Background: an optimization exercise with open tools, aiming at small area, a short achievable clock period and few clock cycles. Do not read the settings as production practice. Function was not checked in any run shown here: the RTL went through the layout flow alone. Power is estimated from default activity; no workload was simulated.

<file path="config.mk">
export PLATFORM = sky130hd
export DESIGN_NAME = sctp_enc
export DESIGN_NICKNAME = sctp_enc
export VERILOG_FILES = /design/flow/design.v
export SDC_FILE = /design/flow/constraint.sdc
export NUM_CORES = 4
export LEC_CHECK = 0
export CAP_MARGIN = 20
export CORE_MARGIN = 2
export CORE_UTILIZATION = 40
export SETUP_SLACK_MARGIN = 1.5
export SLEW_MARGIN = 20
</file>
<file path="constraint.sdc">
create_clock -name core_clock -period 4.5 [get_ports {clk}]
set_input_delay 0.9000 -clock core_clock [delete_from_list [all_inputs] [get_ports {clk}]]
set_output_delay 0.9000 -clock core_clock [all_outputs]
set_load 0.01 [all_outputs]
</file>
<file path="design.v">
module sctp_enc (
    input  wire        clk,
    input  wire        rst,
    input  wire        cmd_valid,
    output wire        cmd_ready,
    input  wire [3:0]  cmd_op,
    input  wire [63:0] cmd_arg,
    input  wire [3:0]  cmd_cnt,
    input  wire        cmd_last,
    output wire        out_valid,
    input  wire        out_ready,
    output wire [63:0] out_data,
    output wire [3:0]  out_cnt,
    output wire        out_last,
    output wire        out_fault
);
    reg [143:0] A;           
    reg [4:0]   k;           
    reg         last_pend;   
    reg         fault_pend;  
    reg         faulted;     
    reg         ov;          
    reg         ol;          
    reg         rfree;       
    reg         rtake;       
    reg  [2:0]  off;         
    assign out_valid = ov;
    assign out_last  = ol;
    assign out_cnt   = {!ol | k[3], k[2:0] & {3{ol}}};
    assign out_data  = A[63:0];
    assign out_fault = fault_pend;
    wire take = ov && out_ready;
    assign cmd_ready = rfree || (rtake && out_ready);
    wire accept = cmd_valid && cmd_ready;
    wire [3:0]  op = cmd_op;
    wire [63:0] a  = cmd_arg;
    wire big      = (a[63:4] != 60'd0) || (a[3:0] == 4'hF);    
    wire is_data  = (op == 4'd14);
    wire is_sleb  = (op == 4'd9);
    wire leb_op   = (op == 4'd8) || is_sleb || (op == 4'd13);
    wire is_fix   = !op[3] || (op[3:1] == 3'b101);
    wire bad_short = (op == 4'd12) && (a[7:4] != 4'd0);
    reg [8:0] cu, cs;
    integer m;
    always @(*) begin
        for (m = 0; m < 9; m = m + 1) begin
            cu[m] = |(a >> (7*m + 7));
            cs[m] = a[63] ? !(&(a >> (7*m + 6) | ~({64{1'b1}} >> (7*m + 6))))
                          : |(a >> (7*m + 6));
        end
    end
    wire [8:0] c = is_sleb ? cs : cu;
    reg [3:0] hi;
    always @(*) begin
        if (op == 4'd12 || (op == 4'd13 && !big)) hi = a[3:0];
        else if (op == 4'd13)                     hi = 4'hF;
        else                                      hi = 4'h0;
    end
    reg [87:0] S;
    integer i;
    always @(*) begin
        S[7:0] = is_data ? a[7:0] : {hi, op};
        for (i = 1; i < 9; i = i + 1) begin
            if (leb_op)                S[8*i +: 8] = {c[i-1], a[7*(i-1) +: 7]};
            else if (is_data && i < 8) S[8*i +: 8] = a[8*i +: 8];
            else                       S[8*i +: 8] = a[8*(i-1) +: 8];
        end
        S[79:72] = {c[8], a[62:56]};
        S[87:80] = {1'b0, {6{is_sleb & a[63]}}, a[63]};
    end
    wire leb = !faulted && ((op == 4'd8) || is_sleb || (op == 4'd13 && big));
    reg [3:0] nb;
    always @(*) begin
        if (faulted || bad_short)  nb = 4'd0;
        else if (is_data)          nb = cmd_cnt[3] ? 4'd8 : cmd_cnt;
        else if (is_fix) begin
            case ({op[3], op[2:0]})
                4'b0000, 4'b0001: nb = 4'd2;
                4'b0010, 4'b0011: nb = 4'd3;
                4'b0100, 4'b0101,
                4'b1010:          nb = 4'd5;
                default:          nb = 4'd9;
            endcase
        end else                   nb = 4'd1;
    end
    wire [3:0] ccnt = {c[7], c[3] & !c[7], (c[1] & !c[3]) | (c[5] & !c[7]),
                       (c[0] & !c[1]) | (c[2] & !c[3]) | (c[4] & !c[5]) | (c[6] & !c[7]) | c[8]};
    wire [3:0] n = leb ? ccnt + 4'd2 : nb;
    wire [95:0]  sh1 = off[0] ? {S, S[7:0]}   : {S[87:80], S};
    wire [111:0] sh2 = off[1] ? {sh1, sh1[15:0]} : {sh1[95:80], sh1};
    wire [143:0] sh  = off[2] ? {sh2, sh2[31:0]} : {sh2[111:80], sh2};
    reg [4:0] nk;
    reg       nlp;
    always @(*) begin
        nk  = k;
        nlp = last_pend;
        if (accept) begin
            nk  = {2'b00, off} + {1'b0, n};
            nlp = cmd_last;
        end else if (take) begin
            if (ol) begin
                nk  = 5'd0;
                nlp = 1'b0;
            end else begin
                nk  = k - 5'd8;
            end
        end
    end
    wire nle8 = !nk[4] && (!nk[3] || nk[2:0] == 3'd0);
    integer j;
    always @(posedge clk) begin
        for (j = 0; j < 18; j = j + 1) begin
            if (accept && j >= off)
                A[8*j +: 8] <= sh[8*j +: 8];
            else if (take && j < 10)
                A[8*j +: 8] <= A[8*j + 64 +: 8];
        end
        if (accept && cmd_last)
            fault_pend <= faulted || bad_short;
        if (rst) begin
            k         <= 5'd0;
            last_pend <= 1'b0;
            faulted   <= 1'b0;
            ov        <= 1'b0;
            ol        <= 1'b0;
            rfree     <= 1'b1;
            rtake     <= 1'b0;
            off       <= 3'd0;
        end else begin
            if (accept)
                faulted <= !cmd_last && (faulted || bad_short);
            k         <= nk;
            last_pend <= nlp;
            ov        <= nk[4] || nk[3] || nlp;
            ol        <= nlp && nle8;
            rfree     <= !nlp && !nk[4] && !nk[3];
            rtake     <= (!nlp && !nk[4] && nk[3]) || (nlp && nle8);
            off       <= nlp ? 3'd0 : nk[2:0];
        end
    end
endmodule
</file>
<file path="flow/run.sh">
#!/bin/bash
# Standard ORFS flow, with the ports buffered by buf_1 cells and the clock
# tree built without dummy loads.
export BUFFER_PORTS_ARGS="-buffer_cell sky130_fd_sc_hd__buf_1"
export CTS_ARGS="-sink_clustering_enable -repair_clock_nets -dont_use_dummy_load -sink_clustering_size 28 -sink_clustering_max_diameter 70"
bash standard.sh > standard.log 2>&1
</file>
<file path="standard.sh">
#!/bin/bash
# synth_recipe.tcl (not shown) runs the flow's synth.tcl, then flattens the netlist and writes it again
# the make line also repeats each setting of config.mk as NAME=value (left out here)
make -C /OpenROAD-flow-scripts/flow DESIGN_CONFIG=/design/flow/config.mk WORK_HOME=/design/flow/orfs CLKGATE_MAP_FILE= SYNTH_SCRIPT=/design/flow/synth_recipe.tcl "${@:-finish}"
</file>
==> run summary, run 1 <==
run status timing/DRC/antenna clean; clk sink count about 150; Pre-Repair DR Iteration Count 6; estimated wirelength of the detail-placed design 32700 um; internal power approximately 3.3 mW; antenna viol nets, final 0; share of synthesized area occupied by flip-flops and latches 0.390; worst setup path category primary input to flip-flop; headroom to the max-slew limit 0.373; vias in the first global route around 10000; residual DRC count 0; period utilisation layout 0.860; power per cell area around 350 nW/um2; number of core rows a little over 60; slack of the critical path roughly 630 ps; Setup-failing EPs final 0; highest fanout seen on the critical path 5; via count of the routed design approximately 11000; cell count after synthesis 1246; minimum setup slack among reg-to-reg paths around 1600 ps; leakage power roughly 6 nW; total detailed-routing wirelength about 44000 um; Worst Reg-to-Reg Cells 12; Final Hold Violating Endpoints 0; clock latency reported for the late side of the worst-skew pair ~430 ps; post-route setup TNS 0 ps; width of the die 173 um; number of antenna violations at the first check in global routing 0; number of buffers between clock root and the deepest sink 2; wire length of the first global-routing pass 65100 um; fraction of power spent switching nets 0.357; largest net degree at the start of global routing 71; weighted congestion reported at the end of routability-driven placement approximately 0.98; Wirelength per Cell around 24 um; portion of total power attributed to sequential cells 0.395; Avg Synthesized Cell Area just over 9 um2; effective utilization at floorplan 0.409; hold-critical path endpoint out_data[0]$_DFFE_PP_; reported net switching power about 1.8 mW; Worst setup EP type flip-flop; data arrival time of the critical path 4180 ps; cell area after synthesis around 11000 um2; Max Freq between 200 and 300 MHz; fill cell total of the finished layout approximately 2700; count of routing violations after the opening detailed-route iteration between 1000 and 1500; overall power consumption 5.13 mW; I/O pin count 149; DIE AREA 29900 um2; share of flip-flops with an asynchronous set or reset after synthesis 0; transition time at the pin with the least slew margin between 900 and 1000 ps; prevailing post-synth register cell edfxtp_1; Worst Hold Path Cells 2; share of total power in the clock network 0.230; post-placement setup slack -64.0 ps; clock tree from TritonCTS done; CTS H-tree lvls 4; combined area of the multi-input logic cells roughly 7100 um2; Worst Setup SP cmd_arg[45]; Register Area about 4500 um2; number of max-capacitance violations reported 0; number of buffers created by CTS 17; global-route usage over all layers 0.288; ratio of cells with drive above 1 in the final layout 0.334; synthesis warning total 10; Max VDD drop between 200 and 300 uV; count of cell types in the netlist 84; Critical Path RT between 4000 and 5000 ps; P&R area growth vs syn 28.5%; capturing point of the worst reg2reg path rtake$_SDFF_PP0_; final layout net count ~1500; Min-Delay Startpoint A[64]$_DFFE_PP_; Pins Over Slew Limit 0; Clock Root Buffer clkbuf_16; total congestion overflow after global routing 0; hold crit path type flip-flop to flip-flop; Worst Hold Margin about 520 ps; number of synthesized flops with an enable pin 139; unrepaired setup endpoints after global routing yes; height of the die roughly 170 um; number of nets in the synthesized netlist 1330; Placeable Area between 20000 and 30000 um2; Fin Clk Skew 20.9 ps; clock-pin transition on the worst setup and hold timing paths about 60 ps; startpoint type of the worst setup path primary input; count of input and output buffers ~150; Reg-to-Reg Start faulted$_SDFFE_PP0P_; minimum clock period around 3900 ps; Comb power frac 0.376; # diodes 0; Vias per Instance 5.95; number of storage elements in the synthesis netlist 153
power groups by stage:
stage               Combinational (mW)  Clock [mW]  Sequential [mW]
floorplan                         1.20           0             2.03
global placement                  1.62           0             2.05
detailed placement                1.63           0             2.06
CTS                               1.74        1.19             2.03
global route                      2.06        1.25             2.06
finish                            1.93        1.18             2.02
flip-flops by register name (all words and copies together), names as in the netlist:
name	cells
ol	1
A	74
out_data	64
rtake	1
rfree	1
fault_pend	1
ov	1
k	5
off	3
faulted	1
last_pend	1
cells by family after synthesis:
group / Yosys count / synth area share
compound gates: 320 / 0.174
xor+xnor: 5 / 0.00449
fa+ha+maj: 7 / 0.00833
buf+inv: 162 / 0.0769
flops: 153 / 0.390
mux: 192 / 0.181
simple gates: 407 / 0.164
layer usage:
metal / track usage / up-vias / share of wire
met2: 0.436 / 611 / 0.44
met4: 0.138 / 0 / 0.049
met5: 0 / - / 0
met1: 0.406 / 5185 / 0.43
li1: - / 4929 / -
met3: 0.0416 / 87 / 0.082
cells in the mapped netlist, types with 13 or more instances:
library cell  count  area share
nor3_1           18      0.0079
clkbuf_1         45       0.015
mux2_2           78       0.077
inv_1            15      0.0049
a21o_1           24       0.016
nand2_1         167       0.055
mux2i_1         110       0.096
a22oi_1          13      0.0085
a21oi_1          82       0.036
buf_4            64       0.042
buf_2            21      0.0092
nand4_1          21       0.012
edfxtp_1        139        0.37
dfxtp_1          14       0.025
nor4_1           14      0.0077
o21ai_0         113       0.050
nand3_1          20      0.0088
nor2_1          112       0.037
timing repair:
action                     4_1_cts  5_1_grt
setup endpoints to repair      123       91
hold buffers                     0        0
buffers inserted                29       39
cloned                           3        0
pin swaps                       38       51
resized for setup              135      182
worst max-delay path, stage by stage:
cell and delay, ps:
buf_8 100, nor4_4 280, buf_4 160, and4b_4 290, nand3_4 130, or3_4 360
o21ai_4 80, a31oi_2 110, a21oi_2 180, ha_2 200, inv_2 40, fa_2 390
xnor2_2 220, nor3b_2 70, o22ai_1 170, o31ai_1 100, o211a_1 240, o21bai_1 140
final cells by class:
cell class,instances,area share
Sequential cell,153,0.304
Multi-Input combinational cell,932,0.483
Clock buffer,17,0.0290
Tap cell,378,0.0322
Timing Repair Buffer,320,0.148
Inverter,17,0.00435
how the worst max path moves through the flow:
stage	end	slack, ps	depth (start not counted)
finish	rtake$_SDFF_PP0_	630	18
global route	rtake$_SDFF_PP0_	440	17
CTS	rtake$_SDFF_PP0_	710	18
detailed placement	rtake$_SDFF_PP0_	-60	18
global placement	rtake$_SDFF_PP0_	-40	18
floorplan	rtake$_SDFF_PP0_	530	17
cell usage in the layout, fill, tap and decap left out, types with 6 or more instances in the layout:
cell / n
buf_4: 133
inv_1: 10
a21o_1: 24
o211ai_1: 9
clkbuf_16: 17
buf_1: 125
buf_2: 10
a21oi_4: 9
nand3_1: 17
dfxtp_1: 12
a21oi_1: 67
inv_2: 7
nor2_1: 104
o21ai_2: 13
a31oi_1: 10
mux2_2: 76
a21oi_2: 9
o21ai_0: 78
nand2_2: 7
mux2i_4: 6
mux2i_2: 35
nor3_1: 11
nand4_1: 21
nor4_4: 7
a22oi_1: 11
nor3_2: 6
nand2b_1: 10
o21a_1: 6
mux2i_1: 69
nand2_1: 157
buf_6: 35
nor2_2: 8
edfxtp_1: 139
o21ai_1: 19
metrics by stage:
stage	area [um2]	util	cells
after global placement	12400	0.445	1729
after CTS	13600	0.488	1778
after floorplan	11400	-	1246
after global routing	14700	0.525	1817
final	14700	0.525	1817
after detailed placement	12400	0.445	1729
==> inputs of run 2 (changes only) <==
--- a/config.mk
+++ b/config.mk
@@ -10,3 +10,3 @@
 export CORE_UTILIZATION = 40
-export SETUP_SLACK_MARGIN = 1.5
+export SETUP_SLACK_MARGIN = 1.9
 export SLEW_MARGIN = 20
==> run summary, run 2 <==
run status timing/DRC/antenna clean (unchanged); synthesis warning total 10 (unchanged); cells along the critical path buf_2 -> nor4_4 -> and4b_4 -> nand3_4 -> or3_1 -> o21ai_2 -> a31oi_1 -> a21oi_1 -> ha_2 -> inv_2 -> fa_2 -> xnor2_2 -> nor3b_2 -> o22ai_1 -> o31ai_1 -> o211a_1 -> o21bai_1 (was buf_8 -> nor4_4 -> buf_4 -> and4b_4 -> nand3_4 -> or3_4 -> o21ai_4 -> a31oi_2 -> a21oi_2 -> ha_2 -> inv_2 -> fa_2 -> xnor2_2 -> nor3b_2 -> o22ai_1 -> o31ai_1 -> o211a_1 -> o21bai_1); Clock Root Buffer clkbuf_16 (unchanged); hold crit path type flip-flop to flip-flop (unchanged); Avg Synthesized Cell Area 9.16 um2 (unchanged); share of the synthesized area in the top cell type 0.366 (unchanged); worst setup path category primary input to flip-flop (unchanged); Worst Hold Margin 511 ps (was 517 ps); basic-gate share of the synthesized area counting and, or, nand and nor cells 0.164 (unchanged); clk sink count 153 (unchanged); via count of the routed design 11492 (was 10812); minimum clock period 3730 ps (was 3870 ps); leakage power 6.40 nW (was 5.88 nW); wire length of the first global-routing pass 69100 um (was 65100 um); combined area of the multi-input logic cells 8040 um2 (was 7090 um2); # diodes 0 (unchanged); post-layout instance count excluding filler cells 1864 (was 1817); post-synthesis share of cell area spent on full adders, half adders and majority gates 0.00833 (unchanged); share of flip-flops with an asynchronous set or reset after synthesis 0 (unchanged); most common cell after layout, fill and taps aside buf_4 (was nand2_1); number of buffers created by CTS 17 (unchanged); Final Hold Violating Endpoints 0 (unchanged); Max VDD drop 201 uV (was 251 uV); CTS H-tree lvls 4 (unchanged); P&R area growth vs syn 42.9% (was 28.5%); unrepaired setup endpoints after global routing yes (unchanged); Largest register FFs 74 (unchanged); antenna viol nets, final 0 (unchanged); utilization of the core after routing 0.584 (was 0.525); Pins Over Slew Limit 0 (unchanged); Slowest cell on crit path or3_1 (was fa_2); cell type contributing the most total cell area after synthesis edfxtp_1 (unchanged); number of storage elements in the synthesis netlist 153 (unchanged); Max Freq 268 MHz (was 258 MHz); Placeable Area 27900 um2 (unchanged); number of nets in the synthesized netlist 1330 (unchanged); minimum setup slack among reg-to-reg paths 1580 ps (was 1630 ps); Register Area 4460 um2 (unchanged); count of routing violations after the opening detailed-route iteration 1386 (was 1151); fill cell total of the finished layout 2459 (was 2664); transition time at the pin with the least slew margin 1110 ps (was 941 ps); Worst Hold Path Cells 2 (unchanged); number of antenna violations at the first check in global routing 0 (unchanged); headroom to the max-slew limit 0.263 (was 0.373); count of cell types in the netlist 84 (unchanged); Min-Delay Startpoint A[123]$_DFFE_PP_ (was A[64]$_DFFE_PP_); register bank with the most flops A (unchanged); Worst Setup SP cmd_arg[61] (was cmd_arg[45]); largest net degree at the start of global routing 75 (was 71); width of the die 173 um (unchanged); estimated wirelength of the detail-placed design 34000 um (was 32700 um); Worst setup EP type flip-flop (unchanged); main combinational cell family by area after synthesis multiplexers (unchanged); Wirelength per Cell 26.1 um (was 24.3 um); clock latency reported for the late side of the worst-skew pair 430 ps (about the same); Fin Clk Skew 25.8 ps (was 20.9 ps); ratio of cells with drive above 1 in the final layout 0.441 (was 0.334); data arrival time of the critical path 4050 ps (was 4180 ps); CP max stage delay 370 ps (was 390 ps); Vias per Instance 6.17 (was 5.95); period utilisation layout 0.828 (was 0.860); vias in the first global route 10743 (was 10291); cell count after synthesis 1246 (unchanged); Synth Area in Compound Gates 0.174 (unchanged); residual DRC count 0 (unchanged); Reg-to-Reg Start off[0]$_SDFF_PP0_ (was faulted$_SDFFE_PP0P_); DIE AREA 29900 um2 (unchanged); share of synthesized area occupied by flip-flops and latches 0.390 (unchanged); capturing point of the worst reg2reg path out_data[53]$_DFFE_PP_ (was rtake$_SDFF_PP0_); count of input and output buffers 148 (unchanged); total detailed-routing wirelength 48600 um (was 44100 um); Critical Path RT 4820 ps (was 4810 ps); hold buffers post-CTS 0 (unchanged); cell area after synthesis 11400 um2 (unchanged); post-synthesis share of cell area spent on xor and xnor gates 0.00449 (unchanged); startpoint type of the worst setup path primary input (unchanged); power per cell area 335 nW/um2 (was 350 nW/um2); mux share of post-synthesis cell area 0.181 (unchanged); highest fanout seen on the critical path 6 (was 5); most frequent cell after synthesis nand2_1 (unchanged); most used cells in the layout excluding fill and tap cells buf_4 (171), nand2_1 (145), edfxtp_1 (139) (was nand2_1 (157), edfxtp_1 (139), buf_4 (133)); Commonest cells post-synth nand2_1 (167), edfxtp_1 (139), o21ai_0 (113) (unchanged); Pre-Repair DR Iteration Count 7 (was 6); total placed cells including tap cells 1723 (was 1729); number of core rows 61 (unchanged); height of the die 173 um (unchanged); number of synthesized flops with an enable pin 139 (unchanged); clock-pin transition on the worst setup and hold timing paths 70 ps (was 60 ps); I/O pin count 149 (unchanged); Worst Reg-to-Reg Cells 8 (was 12); effective utilization at floorplan 0.409 (unchanged); total congestion overflow after global routing 0 (unchanged); hold-critical path endpoint out_data[59]$_DFFE_PP_ (was out_data[0]$_DFFE_PP_); final layout net count 1572 (was 1525); global-route usage over all layers 0.307 (was 0.288); main area contributors after synthesis edfxtp_1 (37%), mux2i_1 (9.6%), mux2_2 (7.7%) (unchanged); prevailing post-synth register cell edfxtp_1 (unchanged); Setup-failing EPs final 0 (unchanged); weighted congestion reported at the end of routability-driven placement 0.995 (was 0.978); number of max-capacitance violations reported 0 (unchanged); clock tree from TritonCTS done (unchanged); number of buffers between clock root and the deepest sink 2 (unchanged)
[run 2: worst max-delay path, delay by kind of cell]
family / cells / cell delay [ps]
AO/OA/AOI/OAI: 7 / 990
XOR/XNOR: 1 / 210
adder cells (fa/ha/maj): 2 / 570
buffers and inverters: 2 / 210
AND/OR/NAND/NOR: 5 / 1150
[run 2: where the power goes]
group / switching, mW / internal [mW]
Sequential: 0.0785 / 1.95
Clock: 0.498 / 0.654
Combinational: 1.38 / 0.911
Total: 1.95 / 3.51
[run 2: area by class of cell]
| type | count | share of cell area |
|---|---|---|
| clock buffers | 17 | 0.0261 |
| repair buffers | 368 | 0.174 |
| well taps | 378 | 0.0290 |
| flip-flops and latches | 153 | 0.273 |
| multi-input cells | 931 | 0.493 |
| inverters | 17 | 0.00430 |
[run 2: cell families (layout without fill, tap and decap cells)]
group / count (synthesis) / in the layout
and+or+nand+nor: 407 / 407
AOI/OAI and AO/OA: 320 / 320
muxes: 192 / 192
buffers and inverters: 162 / 402
DFF: 153 / 153
adders and majority gates: 7 / 7
xor gates and xnor gates: 5 / 5
[run 2: metrics by stage]
| step | setup TNS, ps | cell area (um2) | setup WS [ps] | total power, mW |
|---|---|---|---|---|
| 5_1_grt | 0 | 16300 | 638 | 5.69 |
| 3_3_place_gp | -2120 | 12600 | -531 | 3.73 |
| 2_1_floorplan | 0 | 11800 | 530 | 3.30 |
| 4_1_cts | 0 | 15000 | 788 | 5.20 |
| 6_report | 0 | 16300 | 772 | 5.46 |
| 3_5_place_dp | -1810 | 12600 | -532 | 3.75 |
[run 2: layer usage]
| metal | global-route usage | routed length, um | vias to the layer above |
|---|---|---|---|
| met5 | 0 | 0 | - |
| met3 | 0.0541 | 4320 | 142 |
| met1 | 0.428 | 20200 | 5574 |
| li1 | - | - | 5050 |
| met4 | 0.141 | 2690 | 0 |
| met2 | 0.466 | 21400 | 726 |
[run 2: worst max-delay path by stage]
stage / to
floorplan: rtake$_SDFF_PP0_
global placement: rtake$_SDFF_PP0_
detailed placement: rtake$_SDFF_PP0_
CTS: rtake$_SDFF_PP0_
global route: rtake$_SDFF_PP0_
finish: rtake$_SDFF_PP0_
[run 2: timing repair]
item	in CTS	in global routing
cloned	6	5
resized for setup	316	213
buffers inserted	56	57
setup endpoints to repair	169	172
pin swaps	69	61

[port drivers added, routing unchanged]
No port has a modelled driver above. Below, the same layouts with a new extraction and two added sets of constraints.
Step 1 assumes that a clkbuf_16 drives the clock port and a buf_2 every other input.
Step 2 also shifts input and output timing later by t, the mid clock arrival at the registers, as if the neighbouring blocks saw the same clock.
Slacks: ideal ports / drivers / drivers and shift; pairs: ideal ports / drivers.
run | t (ns) | setup slack, ns | worst setup path after step 2
run 1 | 0.465 | 0.630 / 0.635 / 0.171 | input to register
run 2 | 0.472 | 0.772 / 0.782 / 0.310 | input to register
After both steps setup and hold are still met in every run listed. For run 2, which loses most, drivers alone change the setup slack by +0.010 ns; drivers and shift together by -0.462 ns.
